Background: an optimization exercise with open tools, aiming at small area, a short achievable clock period and few clock cycles per item. Do not read the settings as production practice. The RTL was checked by simulation tests, not by an equivalence proof against the original design.

==> flow/design.v (outline; a module is shown in full before it is edited, if it fits) <==
// module swg_addsh: 17 lines
// module swg_pand: 20 lines
// module swg_mul53: 4453 lines
// module swg_gen: 1589 lines
module swg_gen (
    input  wire        clk,
    input  wire        rst,
    input  wire        start,
    input  wire [63:0] phase,
    input  wire [63:0] phase_step,
    input  wire [63:0] amplitude,
    input  wire [15:0] count,
    output wire        ready,
    output reg         sample_valid,
    output reg  [63:0] sample
);
  // ...
==> flow/flow/run.sh <==
#!/bin/bash
# Standard ORFS layout (the standard.sh, standard synthesis unchanged), with the
# resizer asked to keep more setup slack than the 20 ns constraint needs, so that it
# sizes and buffers the logic for a shorter achieved period.
set -euo pipefail
bash standard.sh SETUP_SLACK_MARGIN=14.5 finish > flow_make.log 2>&1
==> flow/standard.sh <==
#!/bin/bash
# synth_recipe.tcl (not shown) runs the flow's synth.tcl, then flattens the netlist and writes it again
# the make line also repeats each setting of config.mk as NAME=value (left out here)
make -C /OpenROAD-flow-scripts/flow DESIGN_CONFIG=/design/flow/config.mk WORK_HOME=/design/flow/orfs CLKGATE_MAP_FILE= SYNTH_SCRIPT=/design/flow/synth_recipe.tcl "${@:-finish}"
==> flow/config.mk <==
export PLATFORM = sky130hd
export DESIGN_NAME = swg_gen
export DESIGN_NICKNAME = swg_gen
export VERILOG_FILES = /design/flow/design.v
export SDC_FILE = /design/flow/constraint.sdc
export NUM_CORES = 8
export LEC_CHECK = 0
export CAP_MARGIN = 30
export CORE_MARGIN = 2
export CORE_UTILIZATION = 55
export PLACE_DENSITY = 0.7
export SLEW_MARGIN = 20
export SYNTH_MEMORY_MAX_BITS = 16384
==> flow/constraint.sdc <==
create_clock -name core_clock -period 20.0 [get_ports {clk}]
set_input_delay 4.0000 -clock core_clock [delete_from_list [all_inputs] [get_ports {clk}]]
set_output_delay 4.0000 -clock core_clock [all_outputs]
set_load 0.01 [all_outputs]
==> flow_summary.json, run 1 <==
{
  "antenna_left": 0,
  "largest_register_ffs": 106,
  "overflow": 0,
  "worst-path-max-fanout": 2,
  "core_area_sq_um": 1110000,
  "timing.final.crit_share_pct": 28.6,
  "highest-signal-layer": "met5",
  "ys.flop_type": "sky130_fd_sc_hd__dfxtp_1",
  "grt_busiest_layer": "met2",
  "initial_drt_pass_iterations": 14,
  "hold_path.class": "reg2reg",
  "post_synth_fa_ha_maj_area_fraction_pct": 14.2,
  "number_of_antenna_violations_at_the_first_check_in_global_routing": 85,
  "detail_route.drc_violations": 0,
  "r2r_setup_slack_ns": 14.47,
  "initial_core_util_pct": 55.1,
  "hpwl_after_detailed_placement_mm": 1310,
  "setup_viol_count_final": 0,
  "final.fill_count": 94500,
  "yosysWarningCount": 1,
  "grt_first_pass_wirelength_mm": 2690,
  "drt_total_wl_mm": 1780,
  "worstSetupPathDepth": 1,
  "post-route-worst-setup-slack_ns": 14.27,
  "layout.buffer.nonclock.area_share_pct": 2.13,
  "run_status": "finished clean",
  "critical_path_class": "reg2out",
  "die_width_mm": 1.06,
  "layout_commonest_cell": "sky130_fd_sc_hd__dfxtp_1",
  "netlist_area_before_placement_sq_um": 610000,
  "ctsRootBufferMaster": "sky130_fd_sc_hd__clkbuf_16",
  "drt_first_iter_violations": 43200,
  "post_dp_cell_area_sq_um": 627000,
  "final-hold-violation-count": 0,
  "r2r-start": "bsel[1]",
  "top_regs": "mra x106, mrb x105"
}
Testbench counts, summed over its fixed seeds: cycles 25,696, items 24,000.
==> inputs of run 2 (changes only) <==
--- a/flow/design.v
+++ b/flow/design.v
@@ -4775,104 +4775,166 @@
     reg d14_2; always @(posedge clk) d14_2 <= d13_2;
     reg d14_3; always @(posedge clk) d14_3 <= d13_3;
     reg d14_4; always @(posedge clk) d14_4 <= ~zr13[57];
     reg [56:0] zr14; always @(posedge clk) zr14 <= z14_5;
     reg az15; always @(posedge clk) az15 <= az14;
     wire [55:0] z15_6;
     wire [56:0] z15_6_f = zr14 + (~zr14[56] ? 57'h1800aa9115a276d : 57'h7ff556eea5d893);
     assign z15_6 = z15_6_f[55:0];
-    reg [61:0] tx, ty;
-    always @* begin
-        case ({~zr14[56], d14_4, d14_3, d14_2, d14_1, d14_0})
-            6'd0: begin tx = 62'h3dbf7d3f261f29f5; ty = 62'h302972b4080fec83; end
-            6'd1: begin tx = 62'hfd68d4bf7f0137e; ty = 62'h3dbf7d3f261f29f9; end
-            6'd2: begin tx = 62'hb51bc2f76d2c25f; ty = 62'h34b20f6b5688e2af; end
-            6'd3: begin tx = 62'hb4df094a9771d52; ty = 62'hb51bc2f76d2c263; end
-            6'd4: begin tx = 62'h57756a6c37d6a70; ty = 62'h30f727ad8277119b; end
-            6'd5: begin tx = 62'hf08d8527d88ee65; ty = 62'h57756a6c37d6a72; end
-            6'd6: begin tx = 62'hf4eadd9401f31c7; ty = 62'h3b5a29ed84455fb8; end
-            6'd7: begin tx = 62'h4a5d6127bbaa048; ty = 62'hf4eadd9401f31c9; end
-            6'd8: begin tx = 62'h1b745870b555cbb; ty = 62'h30184b0cce3e7d58; end
-            6'd9: begin tx = 62'hfe7b4f331c182a8; ty = 62'h1b745870b555cbd; end
-            6'd10: begin tx = 62'hdc0edad2e9ad35e; ty = 62'h37d464a6eb369565; end
-            6'd11: begin tx = 62'h82b9b5914c96a9b; ty = 62'hdc0edad2e9ad360; end
-            6'd12: begin tx = 62'h8ffb09e4e975314; ty = 62'h32c6089624b9a94b; end
-            6'd13: begin tx = 62'hd39f769db4656b4; ty = 62'h8ffb09e4e975314; end
-            6'd14: begin tx = 62'hffafcb3ab5fdd9d; ty = 62'h3f435f3f21b541a3; end
-            6'd15: begin tx = 62'hbca0c0de4abe5d; ty = 62'hffafcb3ab5fdd9c; end
-            6'd16: begin tx = 62'h3fbcd298cd29e359; ty = 62'h300137b187447d57; end
-            6'd17: begin tx = 62'hffec84e78bb82a8; ty = 62'h3fbcd298cd29e35b; end
-            6'd18: begin tx = 62'hca38500dbaf2424; ty = 62'h3631637e5bb10116; end
-            6'd19: begin tx = 62'h9ce9c81a44efeea; ty = 62'hca38500dbaf2426; end
-            6'd20: begin tx = 62'h74baeabc0aa6073; ty = 62'h31c35802aab98e48; end
-            6'd21: begin tx = 62'he3ca7fd554671b8; ty = 62'h74baeabc0aa6073; end
-            6'd22: begin tx = 62'hfc455981e382e70; ty = 62'h3d4b5a249a2ad5bb; end
-            6'd23: begin tx = 62'h2b4a5db65d52a45; ty = 62'hfc455981e382e70; end
-            6'd24: begin tx = 62'h3aed609e0a1961e; ty = 62'h306eacc5dcfdec85; end
-            6'd25: begin tx = 62'hf91533a2302137b; ty = 62'h3aed609e0a1961e; end
-            6'd26: begin tx = 62'hea9f6346f95d00f; ty = 62'h399b12e505199f9c; end
-            6'd27: begin tx = 62'h664ed1afae66064; ty = 62'hea9f6346f95d00f; end
-            6'd28: begin tx = 62'ha935c7e6d444256; ty = 62'h33ff3967f07762a1; end
-            6'd29: begin tx = 62'hc00c6980f889d5f; ty = 62'ha935c7e6d444254; end
-            6'd30: begin tx = 62'hff2a32be7963f4b; ty = 62'h142393d1ae4a371; end
-            6'd31: begin tx = 62'h3ebdc6c2e51b5c8f; ty = 62'hff2a32be7963f4a; end
-            6'd32: begin tx = 62'h3ebdc6c2e51b5c8d; ty = 62'h300d5cd41869c0b7; end
-            6'd33: begin tx = 62'hff2a32be7963f4a; ty = 62'h3ebdc6c2e51b5c8f; end
-            6'd34: begin tx = 62'hc00c6980f889d5d; ty = 62'h356ca38192bbbdab; end
-            6'd35: begin tx = 62'ha935c7e6d444254; ty = 62'hc00c6980f889d5f; end
-            6'd36: begin tx = 62'h664ed1afae66064; ty = 62'h315609cb906a2ff1; end
-            6'd37: begin tx = 62'hea9f6346f95d00f; ty = 62'h664ed1afae66064; end
-            6'd38: begin tx = 62'hf91533a2302137b; ty = 62'h3c5129f61f5e69e2; end
-            6'd39: begin tx = 62'h3aed609e0a1961e; ty = 62'hf91533a2302137b; end
-            6'd40: begin tx = 62'h2b4a5db65d52a45; ty = 62'h303baa67e1c7d190; end
-            6'd41: begin tx = 62'hfc455981e382e70; ty = 62'h2b4a5db65d52a45; end
-            6'd42: begin tx = 62'he3ca7fd554671b8; ty = 62'h38b451543f559f8d; end
-            6'd43: begin tx = 62'h74baeabc0aa6073; ty = 62'he3ca7fd554671b8; end
-            6'd44: begin tx = 62'h9ce9c81a44efeec; ty = 62'h335c7aff2450dbdb; end
-            6'd45: begin tx = 62'hca38500dbaf2426; ty = 62'h9ce9c81a44efeea; end
-            6'd46: begin tx = 62'hffec84e78bb82ab; ty = 62'h432d6732d61ca5; end
-            6'd47: begin tx = 62'h3fbcd298cd29e35b; ty = 62'hffec84e78bb82a8; end
-            6'd48: begin tx = 62'hbca0c0de4abe5d; ty = 62'h3005034c54a02263; end
-            6'd49: begin tx = 62'hffafcb3ab5fdd9c; ty = 62'hbca0c0de4abe5d; end
-            6'd50: begin tx = 62'hd39f769db4656b4; ty = 62'h37004f61b168acec; end
-            6'd51: begin tx = 62'h8ffb09e4e975314; ty = 62'hd39f769db4656b4; end
-            6'd52: begin tx = 62'h82b9b5914c96a9d; ty = 62'h323f1252d1652ca0; end
-            6'd53: begin tx = 62'hdc0edad2e9ad360; ty = 62'h82b9b5914c96a9b; end
-            6'd54: begin tx = 62'hfe7b4f331c182aa; ty = 62'h3e48ba78f4aaa343; end
-            6'd55: begin tx = 62'h1b745870b555cbd; ty = 62'hfe7b4f331c182a8; end
-            6'd56: begin tx = 62'h4a5d6127bbaa04a; ty = 62'h30b15226bfe0ce37; end
-            6'd57: begin tx = 62'hf4eadd9401f31c9; ty = 62'h4a5d6127bbaa048; end
-            6'd58: begin tx = 62'hf08d8527d88ee67; ty = 62'h3a88a9593c82958e; end
-            6'd59: begin tx = 62'h57756a6c37d6a72; ty = 62'hf08d8527d88ee65; end
-            6'd60: begin tx = 62'hb4df094a9771d56; ty = 62'h34ae43d0892d3d9d; end
-            6'd61: begin tx = 62'hb51bc2f76d2c263; ty = 62'hb4df094a9771d52; end
-            6'd62: begin tx = 62'hfd68d4bf7f01381; ty = 62'h24082c0d9e0d607; end
-            6'd63: begin tx = 62'h3dbf7d3f261f29f9; ty = 62'hfd68d4bf7f0137e; end
-            default: begin tx = 62'd0; ty = 62'd0; end
-        endcase
-    end
+    reg d15_0; always @(posedge clk) d15_0 <= d14_0;
+    reg d15_1; always @(posedge clk) d15_1 <= d14_1;
+    reg d15_2; always @(posedge clk) d15_2 <= d14_2;
+    reg d15_3; always @(posedge clk) d15_3 <= d14_3;
+    reg d15_4; always @(posedge clk) d15_4 <= d14_4;
+    reg d15_5; always @(posedge clk) d15_5 <= ~zr14[56];
     reg [55:0] zr15; always @(posedge clk) zr15 <= z15_6;
-    reg dp15_6, dn15_6;
-    always @(posedge clk) begin dp15_6 <= ~z15_6[55]; dn15_6 <= ~(~z15_6[55]); end
-    reg [61:0] xr15, yr15;
-    always @(posedge clk) begin xr15 <= tx; yr15 <= ty; end
     reg az16; always @(posedge clk) az16 <= az15;
     wire [54:0] z16_7;
     wire [55:0] z16_7_f = zr15 + (~zr15[55] ? 56'hc0015548891acb : 56'h3ffeaab776e535);
     assign z16_7 = z16_7_f[54:0];
-    wire [61:0] x16_7;
-    swg_addsh #(.W(62), .S(6), .LG(3)) u_x16_7 (.a(xr15), .b(yr15), .neg(dp15_6), .y(x16_7));
-    wire [61:0] y16_7;
-    swg_addsh #(.W(62), .S(6), .LG(3)) u_y16_7 (.a(yr15), .b(xr15), .neg(dn15_6), .y(y16_7));
+    reg [61:0] tx, ty;
+    always @* begin
+        case ({~zr15[55], d15_5, d15_4, d15_3, d15_2, d15_1, d15_0})
+            7'd0: begin tx = 62'h3d802309f63f69a7; ty = 62'h303274bf0b776fdc; end
+            7'd1: begin tx = 62'hfcd8b40f4889025; ty = 62'h3d802309f63f69ac; end
+            7'd2: begin tx = 62'hb24846d242ce5e9; ty = 62'h3484c87a98ad97a6; end
+            7'd3: begin tx = 62'hb7b37856752685b; ty = 62'hb24846d242ce5ee; end
+            7'd4: begin tx = 62'h53b3345798746b6; ty = 62'h30e14a52e7691bf2; end
+            7'd5: begin tx = 62'hf1eb5ad1896e40e; ty = 62'h53b3345798746b9; end
+            7'd6: begin tx = 62'hf3c1680f6304745; ty = 62'h3b1cef361f44e2f1; end
+            7'd7: begin tx = 62'h4e310c9e0bb1d0f; ty = 62'hf3c1680f6304748; end
+            7'd8: begin tx = 62'h177a6b33e8e56b0; ty = 62'h30116df6b21127e6; end
+            7'd9: begin tx = 62'hfee92094deed81a; ty = 62'h177a6b33e8e56b3; end
+            7'd10: begin tx = 62'hda03f3fca47adb3; ty = 62'h379d60f0367c2a18; end
+            7'd11: begin tx = 62'h8629f0fc983d5e8; ty = 62'hda03f3fca47adb6; end
+            7'd12: begin tx = 62'h8cac8c0a72a39b9; ty = 62'h32a209d3ab7f4bff; end
+            7'd13: begin tx = 62'hd5df62c5480b400; ty = 62'h8cac8c0a72a39ba; end
+            7'd14: begin tx = 62'hff80a30a7e6b2a3; ty = 62'h3f03734c5307c22d; end
+            7'd15: begin tx = 62'hfc8cb3acf83dd3; ty = 62'hff80a30a7e6b2a3; end
+            7'd16: begin tx = 62'h3f7cd7779346f54e; ty = 62'h30024467240fd5ca; end
+            7'd17: begin tx = 62'hffdbb98dbf02a35; ty = 62'h3f7cd7779346f551; end
+            7'd18: begin tx = 62'hc7c4a8ed51de828; ty = 62'h35fed56a58424486; end
+            7'd19: begin tx = 62'ha012a95a7bdbb7a; ty = 62'hc7c4a8ed51de82b; end
+            7'd20: begin tx = 62'h712bc0bcb5546ac; ty = 62'h31a62947fbb6e4c7; end
+            7'd21: begin tx = 62'he59d6b804491b39; ty = 62'h712bc0bcb5546ad; end
+            7'd22: begin tx = 62'hfb98300b0a0d9c6; ty = 62'h3d0c48ce39b1f502; end
+            7'd23: begin tx = 62'h2f3b731c64e0afe; ty = 62'hfb98300b0a0d9c7; end
+            7'd24: begin tx = 62'h37090bcf8158dd0; ty = 62'h305ff16db57b662d; end
+            7'd25: begin tx = 62'hfa00e924a8499d3; ty = 62'h37090bcf8158dd1; end
+            7'd26: begin tx = 62'he90628003aa368d; ty = 62'h39606b0c335b485c; end
+            7'd27: begin tx = 62'h69f94f3cca4b7a4; ty = 62'he90628003aa368e; end
+            7'd28: begin tx = 62'ha6359640d061fe0; ty = 62'h33d4ebf5f6c25198; end
+            7'd29: begin tx = 62'hc2b140a093dae68; ty = 62'ha6359640d061fdf; end
+            7'd30: begin tx = 62'hff7ac10dc01d1d8; ty = 62'h1026eb06b464a74; end
+            7'd31: begin tx = 62'h3efd914f94b9b58c; ty = 62'hff7ac10dc01d1d8; end
+            7'd32: begin tx = 62'h3e7dfc36357d038f; ty = 62'h301265b90cd55345; end
+            7'd33: begin tx = 62'hfed9a46f32aacbc; ty = 62'h3e7dfc36357d0392; end
+            7'd34: begin tx = 62'hbd6792615d38c53; ty = 62'h353ca067327d9b36; end
+            7'd35: begin tx = 62'hac35f98cd8264c9; ty = 62'hbd6792615d38c56; end
+            7'd36: begin tx = 62'h62a454229280923; ty = 62'h313c7617247e9670; end
+            7'd37: begin tx = 62'hec389e8db816990; ty = 62'h62a454229280924; end
+            7'd38: begin tx = 62'hf8297e1fb7f8d22; ty = 62'h3c12e4a936d26195; end
+            7'd39: begin tx = 62'h3ed1b56c92d9e6b; ty = 62'hf8297e1fb7f8d23; end
+            7'd40: begin tx = 62'h2759485055c498b; ty = 62'h3030d7d074307ce7; end
+            7'd41: begin tx = 62'hfcf282f8bcf8319; ty = 62'h2759485055c498c; end
+            7'd42: begin tx = 62'he1f7942a643c836; ty = 62'h387b5eb44a0085c7; end
+            7'd43: begin tx = 62'h784a14bb5ff7a39; ty = 62'he1f7942a643c837; end
+            7'd44: begin tx = 62'h99c0e6da0e0425b; ty = 62'h3335408d1dbf9fe0; end
+            7'd45: begin tx = 62'hccabf72e2406021; ty = 62'h99c0e6da0e0425a; end
+            7'd46: begin tx = 62'hfffd5041586db1d; ty = 62'h33245f8f32e9b; end
+            7'd47: begin tx = 62'h3ffccdba070cd165; ty = 62'hfffd5041586db1b; end
+            7'd48: begin tx = 62'h7cb4ce0f9d3ee6; ty = 62'h300210c95126f76a; end
+            7'd49: begin tx = 62'hffdef36aed90895; ty = 62'h7cb4ce0f9d3ee7; end
+            7'd50: begin tx = 62'hd15f8a7620bf967; ty = 62'h36cb678409fb9392; end
+            7'd51: begin tx = 62'h934987bf6046c6e; ty = 62'hd15f8a7620bf968; end
+            7'd52: begin tx = 62'h7f497a2600eff4f; ty = 62'h321e63e56d1206f6; end
+            7'd53: begin tx = 62'hde19c1a92edf90a; ty = 62'h7f497a2600eff4e; end
+            7'd54: begin tx = 62'hfe0d7dd15942d37; ty = 62'h3e091ba527e39d39; end
+            7'd55: begin tx = 62'h1f6e45ad81c62c7; ty = 62'hfe0d7dd15942d36; end
+            7'd56: begin tx = 62'h4689b5b16ba2382; ty = 62'h309ebace75f1e3b6; end
+            7'd57: begin tx = 62'hf6145318a0e1c4a; ty = 62'h4689b5b16ba2381; end
+            7'd58: begin tx = 62'hef2faf7e27af8bd; ty = 62'h3a4c85f7f28c71d5; end
+            7'd59: begin tx = 62'h5b37a080d738e2b; ty = 62'hef2faf7e27af8bc; end
+            7'd60: begin tx = 62'hb20a9a3eb9bd24c; ty = 62'h34810c0e36876128; end
+            7'd61: begin tx = 62'hb7ef3f1c9789ed8; ty = 62'hb20a9a3eb9bd249; end
+            7'd62: begin tx = 62'hfdf8f56fb5796d9; ty = 62'h201288baa0115b9; end
+            7'd63: begin tx = 62'h3dfed77455feea46; ty = 62'hfdf8f56fb5796d7; end
+            7'd64: begin tx = 62'h3dfed77455feea43; ty = 62'h302070a904a8692a; end
+            7'd65: begin tx = 62'hfdf8f56fb5796d7; ty = 62'h3dfed77455feea46; end
+            7'd66: begin tx = 62'hb7ef3f1c9789ed5; ty = 62'h34df565c14642db8; end
+            7'd67: begin tx = 62'hb20a9a3eb9bd249; ty = 62'hb7ef3f1c9789ed8; end
+            7'd68: begin tx = 62'h5b37a080d738e2a; ty = 62'h310d05081d850744; end
+            7'd69: begin tx = 62'hef2faf7e27af8bc; ty = 62'h5b37a080d738e2b; end
+            7'd70: begin tx = 62'hf6145318a0e1c49; ty = 62'h3b9764a4e945dc7f; end
+            7'd71: begin tx = 62'h4689b5b16ba2381; ty = 62'hf6145318a0e1c4a; end
+            7'd72: begin tx = 62'h1f6e45ad81c62c6; ty = 62'h301f2822ea6bd2ca; end
+            7'd73: begin tx = 62'hfe0d7dd15942d36; ty = 62'h1f6e45ad81c62c7; end
+            7'd74: begin tx = 62'hde19c1a92edf909; ty = 62'h380b685d9ff100b2; end
+            7'd75: begin tx = 62'h7f497a2600eff4e; ty = 62'hde19c1a92edf90a; end
+            7'd76: begin tx = 62'h934987bf6046c6f; ty = 62'h32ea07589df40697; end
+            7'd77: begin tx = 62'hd15f8a7620bf968; ty = 62'h934987bf6046c6e; end
+            7'd78: begin tx = 62'hffdef36aed90897; ty = 62'h3f834b31f062c119; end
+            7'd79: begin tx = 62'h7cb4ce0f9d3ee7; ty = 62'hffdef36aed90895; end
+            7'd80: begin tx = 62'h3ffccdba070cd164; ty = 62'h30002afbea7924e4; end
+            7'd81: begin tx = 62'hfffd5041586db1b; ty = 62'h3ffccdba070cd165; end
+            7'd82: begin tx = 62'hccabf72e2406020; ty = 62'h3663f1925f1fbda6; end
+            7'd83: begin tx = 62'h99c0e6da0e0425a; ty = 62'hccabf72e2406021; end
+            7'd84: begin tx = 62'h784a14bb5ff7a3a; ty = 62'h31e086bd59bc37c9; end
+            7'd85: begin tx = 62'he1f7942a643c837; ty = 62'h784a14bb5ff7a39; end
+            7'd86: begin tx = 62'hfcf282f8bcf831a; ty = 62'h3d8a6b7afaa3b674; end
+            7'd87: begin tx = 62'h2759485055c498c; ty = 62'hfcf282f8bcf8319; end
+            7'd88: begin tx = 62'h3ed1b56c92d9e6c; ty = 62'h307d681e048072dd; end
+            7'd89: begin tx = 62'hf8297e1fb7f8d23; ty = 62'h3ed1b56c92d9e6b; end
+            7'd90: begin tx = 62'hec389e8db816991; ty = 62'h39d5babdd6d7f6dc; end
+            7'd91: begin tx = 62'h62a454229280924; ty = 62'hec389e8db816990; end
+            7'd92: begin tx = 62'hac35f98cd8264cc; ty = 62'h342986d9ea2c73aa; end
+            7'd93: begin tx = 62'hbd6792615d38c56; ty = 62'hac35f98cd8264c9; end
+            7'd94: begin tx = 62'hfed9a46f32aacbe; ty = 62'h18203c9ca82fc6e; end
+            7'd95: begin tx = 62'h3e7dfc36357d0392; ty = 62'hfed9a46f32aacbc; end
+            7'd96: begin tx = 62'h3efd914f94b9b58b; ty = 62'h300853ef23fe2e29; end
+            7'd97: begin tx = 62'hff7ac10dc01d1d8; ty = 62'h3efd914f94b9b58c; end
+            7'd98: begin tx = 62'hc2b140a093dae67; ty = 62'h359ca69bf2f9e020; end
+            7'd99: begin tx = 62'ha6359640d061fdf; ty = 62'hc2b140a093dae68; end
+            7'd100: begin tx = 62'h69f94f3cca4b7a5; ty = 62'h316f9d7ffc55c972; end
+            7'd101: begin tx = 62'he90628003aa368e; ty = 62'h69f94f3cca4b7a4; end
+            7'd102: begin tx = 62'hfa00e924a8499d4; ty = 62'h3c8f6f4307ea722f; end
+            7'd103: begin tx = 62'h37090bcf8158dd1; ty = 62'hfa00e924a8499d3; end
+            7'd104: begin tx = 62'h2f3b731c64e0aff; ty = 62'h30467cff4f5f2639; end
+            7'd105: begin tx = 62'hfb98300b0a0d9c7; ty = 62'h2f3b731c64e0afe; end
+            7'd106: begin tx = 62'he59d6b804491b3a; ty = 62'h38ed43f434aab953; end
+            7'd107: begin tx = 62'h712bc0bcb5546ad; ty = 62'he59d6b804491b39; end
+            7'd108: begin tx = 62'ha012a95a7bdbb7d; ty = 62'h3383b5712ae217d6; end
+            7'd109: begin tx = 62'hc7c4a8ed51de82b; ty = 62'ha012a95a7bdbb7a; end
+            7'd110: begin tx = 62'hffdbb98dbf02a39; ty = 62'h8328886cb90aaf; end
+            7'd111: begin tx = 62'h3f7cd7779346f551; ty = 62'hffdbb98dbf02a35; end
+            7'd112: begin tx = 62'hfc8cb3acf83dd4; ty = 62'h3007f5cf58194d5c; end
+            7'd113: begin tx = 62'hff80a30a7e6b2a3; ty = 62'hfc8cb3acf83dd3; end
+            7'd114: begin tx = 62'hd5df62c5480b401; ty = 62'h3735373f58d5c646; end
+            7'd115: begin tx = 62'h8cac8c0a72a39ba; ty = 62'hd5df62c5480b400; end
+            7'd116: begin tx = 62'h8629f0fc983d5eb; ty = 62'h325fc0c035b8524a; end
+            7'd117: begin tx = 62'hda03f3fca47adb6; ty = 62'h8629f0fc983d5e8; end
+            7'd118: begin tx = 62'hfee92094deed81d; ty = 62'h3e88594cc171a94d; end
+            7'd119: begin tx = 62'h177a6b33e8e56b3; ty = 62'hfee92094deed81a; end
+            7'd120: begin tx = 62'h4e310c9e0bb1d12; ty = 62'h30c3e97f09cfb8b8; end
+            7'd121: begin tx = 62'hf3c1680f6304748; ty = 62'h4e310c9e0bb1d0f; end
+            7'd122: begin tx = 62'hf1eb5ad1896e411; ty = 62'h3ac4ccba8678b947; end
+            7'd123: begin tx = 62'h53b3345798746b9; ty = 62'hf1eb5ad1896e40e; end
+            7'd124: begin tx = 62'hb7b378567526860; ty = 62'h34db7b92dbd31a12; end
+            7'd125: begin tx = 62'hb24846d242ce5ee; ty = 62'hb7b37856752685b; end
+            7'd126: begin tx = 62'hfcd8b40f4889029; ty = 62'h27fdcf609c09655; end
+            7'd127: begin tx = 62'h3d802309f63f69ac; ty = 62'hfcd8b40f4889025; end
+            default: begin tx = 62'd0; ty = 62'd0; end
+        endcase
+    end
     reg [54:0] zr16; always @(posedge clk) zr16 <= z16_7;
     reg dp16_7, dn16_7;
     always @(posedge clk) begin dp16_7 <= ~z16_7[54]; dn16_7 <= ~(~z16_7[54]); end
     reg [61:0] xr16, yr16;
-    always @(posedge clk) begin xr16 <= x16_7; yr16 <= y16_7; end
+    always @(posedge clk) begin xr16 <= tx; yr16 <= ty; end
     reg az17; always @(posedge clk) az17 <= az16;
     wire [53:0] z17_8;
     wire [54:0] z17_8_f = zr16 + (~zr16[54] ? 55'h60002aaa444569 : 55'h1fffd555bbba97);
     assign z17_8 = z17_8_f[53:0];
     wire [61:0] x17_8;
     swg_addsh #(.W(62), .S(7), .LG(3)) u_x17_8 (.a(xr16), .b(yr16), .neg(dp16_7), .y(x17_8));
     wire [61:0] y17_8;
     swg_addsh #(.W(62), .S(7), .LG(3)) u_y17_8 (.a(yr16), .b(xr16), .neg(dn16_7), .y(y17_8));
==> flow/flow/run.sh (replaced) <==
#!/bin/bash
# Standard ORFS layout (the standard.sh, standard synthesis unchanged), with the
# resizer asked to keep more setup slack than the 20 ns constraint needs, so that it
# sizes and buffers the logic for a shorter achieved period.
set -euo pipefail
bash standard.sh SETUP_SLACK_MARGIN=14.3 finish > flow_make.log 2>&1
==> run 2 against run 1 <==
  * Count of clock-buffer cells in the layout shrank 80
  * Final cell count increased by 0.12%
  * Largest cell class unchanged
==> flow_summary.json, run 2 <==
{
  "hold_path.class": "reg2reg",
  "clk_pin_slew_worst_paths_ns": 0.08,
  "hpwl_after_detailed_placement_mm": 1480,
  "number_of_synthesized_flops_with_an_enable_pin": 286,
  "worst-slew-pin-transition_ns": 1.25,
  "final.fill_count": 96100,
  "cp_cell_sequence": "buf_4 -> clkinv_2 -> buf_4 -> buf_4 -> nor2_4 -> nor2_1 -> nand2_1 -> o21ai_0 -> a2111oi_2 -> a31oi_1",
  "worstPathRequired_ns": 20.97,
  "cp_common_cell": "sky130_fd_sc_hd__buf_4",
  "worst_hold_startpoint": "az27",
  "port_buffers": 273,
  "final_layout_size_suffix_gt1_share_pct": 6.30,
  "largest_register_ffs": 106,
  "worst_skew_pair.late_latency_ns": 1.28,
  "final-hold-violation-count": 0,
  "via_count_of_the_first_global_routing_pass": 477000,
  "floorplan.die.height_mm": 1.06,
  "setup_viol_count_final": 0,
  "max_flop_register": "mra",
  "post_dp_cell_area_sq_um": 627000,
  "timing.setup.tns_ns": 0,
  "drt_first_iter_violations": 45700,
  "final_cells": 83700,
  "die_width_mm": 1.06,
  "areaGrowthSynthToFinish_pct": 10.1,
  "core.rowCount": 386,
  "slew_violations": 0,
  "maxCapViolations": 0,
  "synth_cell_types": 114,
  "cells_after_synthesis": 68500,
  "grt_first_pass_wirelength_mm": 2940,
  "via_per_inst": 5.99,
  "multiInputGateArea_sq_um": 394000,
  "reg_to_reg_critical_path_endpoint": "xr16[54]",
  "layout_net_count": 74200,
  "timing.final.crit_share_pct": 30.9,
  "r2r-start": "d15_2",
  "hold_depth": 0,
  "ys_top_cells_by_area": "sky130_fd_sc_hd__dfxtp_1 (31%), sky130_fd_sc_hd__xnor2_1 (9.5%), sky130_fd_sc_hd__ha_1 (9.3%)",
  "critical_path_class": "reg2reg",
  "initial_core_util_pct": 55.2,
  "total_global_routing_track_utilization_pct": 33.9,
  "critical_path.endpoint_type": "flip-flop",
  "ctsRootBufferMaster": "sky130_fd_sc_hd__clkbuf_16",
  "worst_path_max_delay_cell": "sky130_fd_sc_hd__a2111oi_2",
  "core_area_sq_um": 1100000,
  "fin_hold_ws_ns": 0.253,
  "finalClockSkew_ns": 0.114,
  "antenna_left": 0,
  "top_regs": "mra x106, mrb x105",
  "via_count": 501000,
  "synthDominantAreaCellType": "sky130_fd_sc_hd__dfxtp_1",
  "largest_net_degree_at_the_start_of_global_routing": 121,
  "tritoncts_num_sinks": 9634,
  "timing.hold.worst_endpoint": "az28",
  "layout_commonest_cell": "sky130_fd_sc_hd__dfxtp_1",
  "setup_repair_after_global_routing_missed_its_margin": "true",
  "worst-path-max-fanout": 28,
  "max_stage_delay_ns": 1.13,
  "place_congestion": 1.09,
  "initial_drt_pass_iterations": 10,
  "yosys.cell_count.top_type": "sky130_fd_sc_hd__dfxtp_1",
  "ff2ff_path_depth": 10,
  "synth_sequential_area_ratio_pct": 32.1,
  "detail_route.wl_per_cell_um": 23.5,
  "synth-async-reset-ratio_pct": 0,
  "cts_tree": "done",
  "layout.cells.most_common_list": "sky130_fd_sc_hd__dfxtp_1 (9179), sky130_fd_sc_hd__xnor2_1 (6541), sky130_fd_sc_hd__xor2_1 (5786)",
  "post_cts_hold_buffer_count": 0,
  "maximum_level_of_the_cts_h_tree": 7,
  "syn-mean-instance-area_sq_um": 8.89,
  "post-route-min-period_ns": 6.18,
  "achievable-frequency_mhz": 162,
  "number_of_antenna_violations_at_the_first_check_in_global_routing": 170,
  "synth_top_cells_by_count": "sky130_fd_sc_hd__dfxtp_1 (9348), sky130_fd_sc_hd__xnor2_1 (6614), sky130_fd_sc_hd__xor2_1 (5811)",
  "relSlewSlack_pct": 17.0,
  "yosysWarningCount": 1,
  "placed_cells": 81500,
  "clock_path_buffers": 6,
  "critical_path_arrival_ns": 7.15,
  "io_pins": 277,
  "nets_in_the_synthesized_netlist": 74600,
  "detail_route.drc_violations": 0,
  "netlist_area_before_placement_sq_um": 609000,
  "r2r_setup_slack_ns": 13.82,
  "synth_top_cell_area_share_pct": 30.7,
  "ys.flop_type": "sky130_fd_sc_hd__dfxtp_1",
  "synth_seq_cells": 9634,
  "overflow": 0,
  "design.die.area_sq_um": 1120000,
  "drt_total_wl_mm": 1970,
  "final_area_sq_um": 671000,
  "ff_latch_area_sq_um": 196000,
  "cts-buffers-inserted": 1134,
  "setup.worst_path.start_class": "flip-flop",
  "run_status": "finished clean"
}
[run 2: worst max-delay path by stage]
stage | startpoint | endpoint | slack, ns | cells after the start
floorplan | ld[0] | s_e[4] | 14.22 | 32
global placement | xf7[1] | cm[24] | 12.65 | 25
detailed placement | start | am_e[2] | 12.73 | 5
CTS | sample[58] | sample[58] | 14.20 | 1
global route | dp25_16 | xr26[49] | 14.22 | 20
finish | d15_2 | xr16[54] | 13.82 | 10
[run 2: repair_timing]
item,CTS,global route
gates cloned,2,6
buffers inserted,33,96
endpoints found under the setup margin,1052,1181
pin swaps,8,32
resized for setup,582,466
[run 2: cells by family after synthesis]
family / Yosys count / synth area share (%)
compound gates: 15600 / 16.3
flops: 9634 / 32.1
simple gates: 18000 / 14.2
buf+inv: 5886 / 3.65
mux: 924 / 1.85
xor+xnor: 12400 / 17.9
fa+ha+maj: 5952 / 14.0
[run 2: critical path: cells and delay by family, from the launching register on]
kind	cells	cell delay (ns)
AOI/OAI and AO/OA	3	2.03
and+or+nand+nor	3	1.82
buffers and inverters	4	1.35
DFF	1	0.60
[run 2: layer usage]
layer,GRT usage (%),part of all wire [%],vias to the layer above
met5,0.238,0.032,-
met4,19.5,7.1,56
met3,7.86,8.4,6590
met2,53.8,44,20300
met1,42.3,40,237000
li1,-,-,238000
[run 2: final cells by class]
type | instances | area share, %
antenna | 133 | 0.0496
tap | 14700 | 2.75
sequential | 9634 | 29.2
multi-input combinational | 52900 | 58.8
timing repair buffer | 1278 | 1.76
inverter | 3076 | 1.74
clock buffer | 1459 | 4.73
clock inverter | 470 | 0.919
[run 2: per-stage QoR]
| step | utilization (%) | setup WS [ns] |
|---|---|---|
| floorplan | - | 14.22 |
| finish | 60.7 | 13.82 |
| detailed placement | 56.8 | 12.73 |
| CTS | 60.4 | 14.20 |
| global placement | 56.8 | 12.65 |
| global route | 60.7 | 14.22 |
Testbench counts of run 2, summed over its fixed seeds: cycles 25,696, items 24,000.
==> inputs of run 3 (changes only) <==
==> flow/flow/run.sh (replaced) <==
#!/bin/bash
# Standard ORFS layout (the standard.sh, standard synthesis unchanged), with the
# resizer asked to keep more setup slack than the 20 ns constraint needs, so that it
# sizes and buffers the logic for a shorter achieved period.
set -euo pipefail
bash standard.sh SETUP_SLACK_MARGIN=14.5 finish > flow_make.log 2>&1
--- a/flow/config.mk
+++ b/flow/config.mk
@@ -8,6 +8,8 @@
 export CAP_MARGIN = 30
 export CORE_MARGIN = 2
 export CORE_UTILIZATION = 55
+export CTS_CLUSTER_DIAMETER = 60
+export CTS_CLUSTER_SIZE = 24
 export PLACE_DENSITY = 0.7
 export SLEW_MARGIN = 20
 export SYNTH_MEMORY_MAX_BITS = 16384
==> run 3 against run 2 <==
  * Via count decreased by 0.52%
  * Hold slack got worse by 0.0053 ns
  * Synthesized area unchanged
  * Design area decreased by 0.90%
  * Critical path depth increased by 3
  * The layout now fails its checks (antenna rules)
  * Non-clock buffer count increased by 91
==> flow_summary.json, run 3 <==
{
  "run_status": "complete, but fails checks",
  "so_faults": "antenna rules",
  "core.rowCount": 386,
  "setup.worst_path.start_class": "flip-flop",
  "slew_violations": 0,
  "worst_path_max_delay_cell": "sky130_fd_sc_hd__nor2_1",
  "via_count_of_the_first_global_routing_pass": 469000,
  "areaGrowthSynthToFinish_pct": 9.14,
  "achievable-frequency_mhz": 172,
  "worst-path-max-fanout": 15,
  "detail_route.wl_per_cell_um": 23.4,
  "initial_drt_pass_iterations": 15,
  "worst-slew-pin-transition_ns": 1.29,
  "cts_tree": "done",
  "port_buffers": 273,
  "ys_top_cells_by_area": "sky130_fd_sc_hd__dfxtp_1 (31%), sky130_fd_sc_hd__xnor2_1 (9.5%), sky130_fd_sc_hd__ha_1 (9.3%)",
  "via_count": 499000,
  "hpwl_after_detailed_placement_mm": 1470,
  "synth-async-reset-ratio_pct": 0,
  "critical_path_class": "reg2reg",
  "ys.flop_type": "sky130_fd_sc_hd__dfxtp_1",
  "cp_common_cell": "sky130_fd_sc_hd__buf_4",
  "synth_cell_types": 114,
  "initial_core_util_pct": 55.2,
  "critical_path.endpoint_type": "flip-flop",
  "final_layout_size_suffix_gt1_share_pct": 6.23,
  "critical_path_arrival_ns": 6.79,
  "max_stage_delay_ns": 0.84,
  "maxCapViolations": 0,
  "max_flop_register": "mra",
  "relSlewSlack_pct": 13.4,
  "maximum_level_of_the_cts_h_tree": 6,
  "worst_skew_pair.late_latency_ns": 1.25,
  "timing.final.crit_share_pct": 29.0,
  "die_width_mm": 1.06,
  "cts-buffers-inserted": 785,
  "synth_simple_gate_area_share_pct": 14.2,
  "synth-compound-area-share_pct": 16.3,
  "final.fill_count": 96800,
  "place_congestion": 1.09,
  "final-hold-violation-count": 0,
  "drt_total_wl_mm": 1950,
  "ff_latch_area_sq_um": 196000,
  "main_combinational_cell_family_by_area_after_synthesis": "XOR/XNOR gates",
  "netlist_area_before_placement_sq_um": 609000,
  "timing.setup.tns_ns": 0,
  "number_of_synthesized_flops_with_an_enable_pin": 286,
  "largest_net_degree_at_the_start_of_global_routing": 114,
  "yosys.cell_count.top_type": "sky130_fd_sc_hd__dfxtp_1",
  "clock_path_buffers": 5,
  "layout.cells.most_common_list": "sky130_fd_sc_hd__dfxtp_1 (9164), sky130_fd_sc_hd__xnor2_1 (6526), sky130_fd_sc_hd__xor2_1 (5785)",
  "hold_path.class": "reg2reg",
  "muxShareOfSynthArea_pct": 1.85,
  "top_regs": "mra x106, mrb x105",
  "finalClockSkew_ns": 0.109,
  "layout_commonest_cell": "sky130_fd_sc_hd__dfxtp_1",
  "nets_in_the_synthesized_netlist": 74600,
  "cp_cell_sequence": "buf_4 -> inv_2 -> buf_4 -> buf_4 -> ha_1 -> buf_4 -> nor2b_2 -> buf_4 -> nor2_1 -> nand2_1 -> a311oi_1 -> nor4_1 -> a41oi_1",
  "drt_first_iter_violations": 46600,
  "yosysWarningCount": 1,
  "number_of_antenna_violations_at_the_first_check_in_global_routing": 157,
  "io_pins": 277,
  "clk_pin_slew_worst_paths_ns": 0.09,
  "antenna_left": 1,
  "multiInputGateArea_sq_um": 396000,
  "setup_repair_after_global_routing_missed_its_margin": "true",
  "tritoncts_num_sinks": 9634,
  "largest_register_ffs": 106,
  "post_synthesis_share_of_cell_area_spent_on_xor_and_xnor_gates_pct": 17.9,
  "synth_sequential_area_ratio_pct": 32.1,
  "synthDominantAreaCellType": "sky130_fd_sc_hd__dfxtp_1",
  "grt_first_pass_wirelength_mm": 2890,
  "floorplan.die.height_mm": 1.06,
  "design.die.area_sq_um": 1120000,
  "worstPathRequired_ns": 20.99,
  "post-route-min-period_ns": 5.80,
  "core_area_sq_um": 1100000,
  "setup_viol_count_final": 0,
  "fin_hold_ws_ns": 0.247,
  "synth_seq_cells": 9634,
  "syn-mean-instance-area_sq_um": 8.89,
  "total_global_routing_track_utilization_pct": 33.4,
  "synth_top_cell_area_share_pct": 30.7,
  "layout_net_count": 74000,
  "synth_top_cells_by_count": "sky130_fd_sc_hd__dfxtp_1 (9348), sky130_fd_sc_hd__xnor2_1 (6614), sky130_fd_sc_hd__xor2_1 (5811)",
  "ctsRootBufferMaster": "sky130_fd_sc_hd__clkbuf_16",
  "via_per_inst": 5.98,
  "post_synth_fa_ha_maj_area_fraction_pct": 14.0,
  "overflow": 0,
  "cells_after_synthesis": 68500,
  "detail_route.drc_violations": 0
}
-- run 3: cell counts after synthesis --
No cell type changed its count.
-- run 3: logic make-up (layout without fill, tap and decap cells) --
group / after synthesis / count (layout)
AO/OA/AOI/OAI: 15600 / 15600
buffers and inverters: 5886 / 5900
adder cells (fa/ha/maj): 5952 / 5952
other: 0 / 144
multiplexers: 924 / 925
AND/OR/NAND/NOR: 18000 / 18000
flip-flops: 9634 / 9634
XOR/XNOR: 12400 / 12400
-- run 3: path summary, 6_finish.rpt --
kind | startpoint | endpoint | slack (ns) | cells past startpoint
max | d15_1 | yr16[48] | 14.20 | 13
min reg2reg | az41 | az42 | 0.25 | 0
min | az41 | az42 | 0.25 | 0
max reg2reg | d15_1 | yr16[48] | 14.20 | 13
-- run 3: layer usage --
| layer | share of wire [%] | vias up | wire length (um) | GRT usage, % |
|---|---|---|---|---|
| li1 | - | 237000 | - | - |
| met1 | 41 | 236000 | 800000 | 42.2 |
| met2 | 44 | 19800 | 856000 | 52.9 |
| met3 | 8.5 | 6113 | 165000 | 7.93 |
| met4 | 6.7 | 54 | 130000 | 17.7 |
| met5 | 0.034 | - | 663 | 0.204 |
-- run 3: metrics by stage --
stage          cells  instance area [sq um]  utilization (%)  setup slack (ns)
2_1_floorplan  68500                 609000                -             14.22
3_3_place_gp   81500                 627000             56.8             12.20
3_5_place_dp   81500                 628000             56.8             12.20
4_1_cts        83000                 659000             59.7             14.22
5_1_grt        83300                 664000             60.2             14.24
6_report       83400                 665000             60.2             14.20
-- run 3: what timing repair did --
| action | 4_1_cts | 5_1_grt |
|---|---|---|
| setup buffers | 57 | 155 |
| hold buffers | 0 | 0 |
| gates resized for setup | 804 | 768 |
| endpoints found under the setup margin | 1546 | 1608 |
| endpoints found under the hold margin | 0 | 0 |
| pin swaps | 18 | 67 |
| gates cloned | 1 | 18 |
-- run 3: worst max-delay path: cells and delay by family, from the launching register on --
family	cells	cell delay, ns
AOI/OAI and AO/OA	2	1.17
buffers and inverters	6	1.68
and+or+nand+nor	4	2.00
DFF	1	0.32
adders and majority gates	1	0.28
-- run 3: area by class of cell --
class | count | area share (%)
Clock buffer | 835 | 3.04
Clock inverter | 620 | 1.29
Multi-Input combinational cell | 53000 | 59.5
Tap cell | 14700 | 2.78
Antenna cell | 144 | 0.0542
Sequential cell | 9634 | 29.5
Inverter | 3076 | 1.77
Timing Repair Buffer | 1369 | 2.04

afterwards: timing with drivers on the ports:
Ports are ideal in the flow. The routed layouts listed here were re-timed in OpenROAD. Step 1 sets driving cells, clkbuf_16 on the clock port and buf_2 on the other inputs (assumed; they add their load-dependent delay and slew). Step 2 moves the port delays by t, midway between the first and last clock arrival at a register: inputs arrive t later, outputs are due t later. That takes back most of the time a late clock gives input paths. Slacks: ideal / step 1 / step 2; pairs: ideal / step 1.
run	t, ns	slack for setup (ns)	worst hold slack (ns)	clock arrival spread, ns
run 1	1.383	14.272 / 14.106 / 13.399	0.293 / 0.293 / 0.293	0.148 / 0.148
run 2	1.410	13.819 / 13.819 / 13.116	0.253 / 0.253 / 0.253	0.117 / 0.118
run 3	1.361	14.200 / 14.141 / 13.311	0.247 / 0.247 / 0.247	0.142 / 0.141
The setup slack of run 3, which loses most, moves by -0.059 ns with the drivers and by -0.889 ns with both steps.
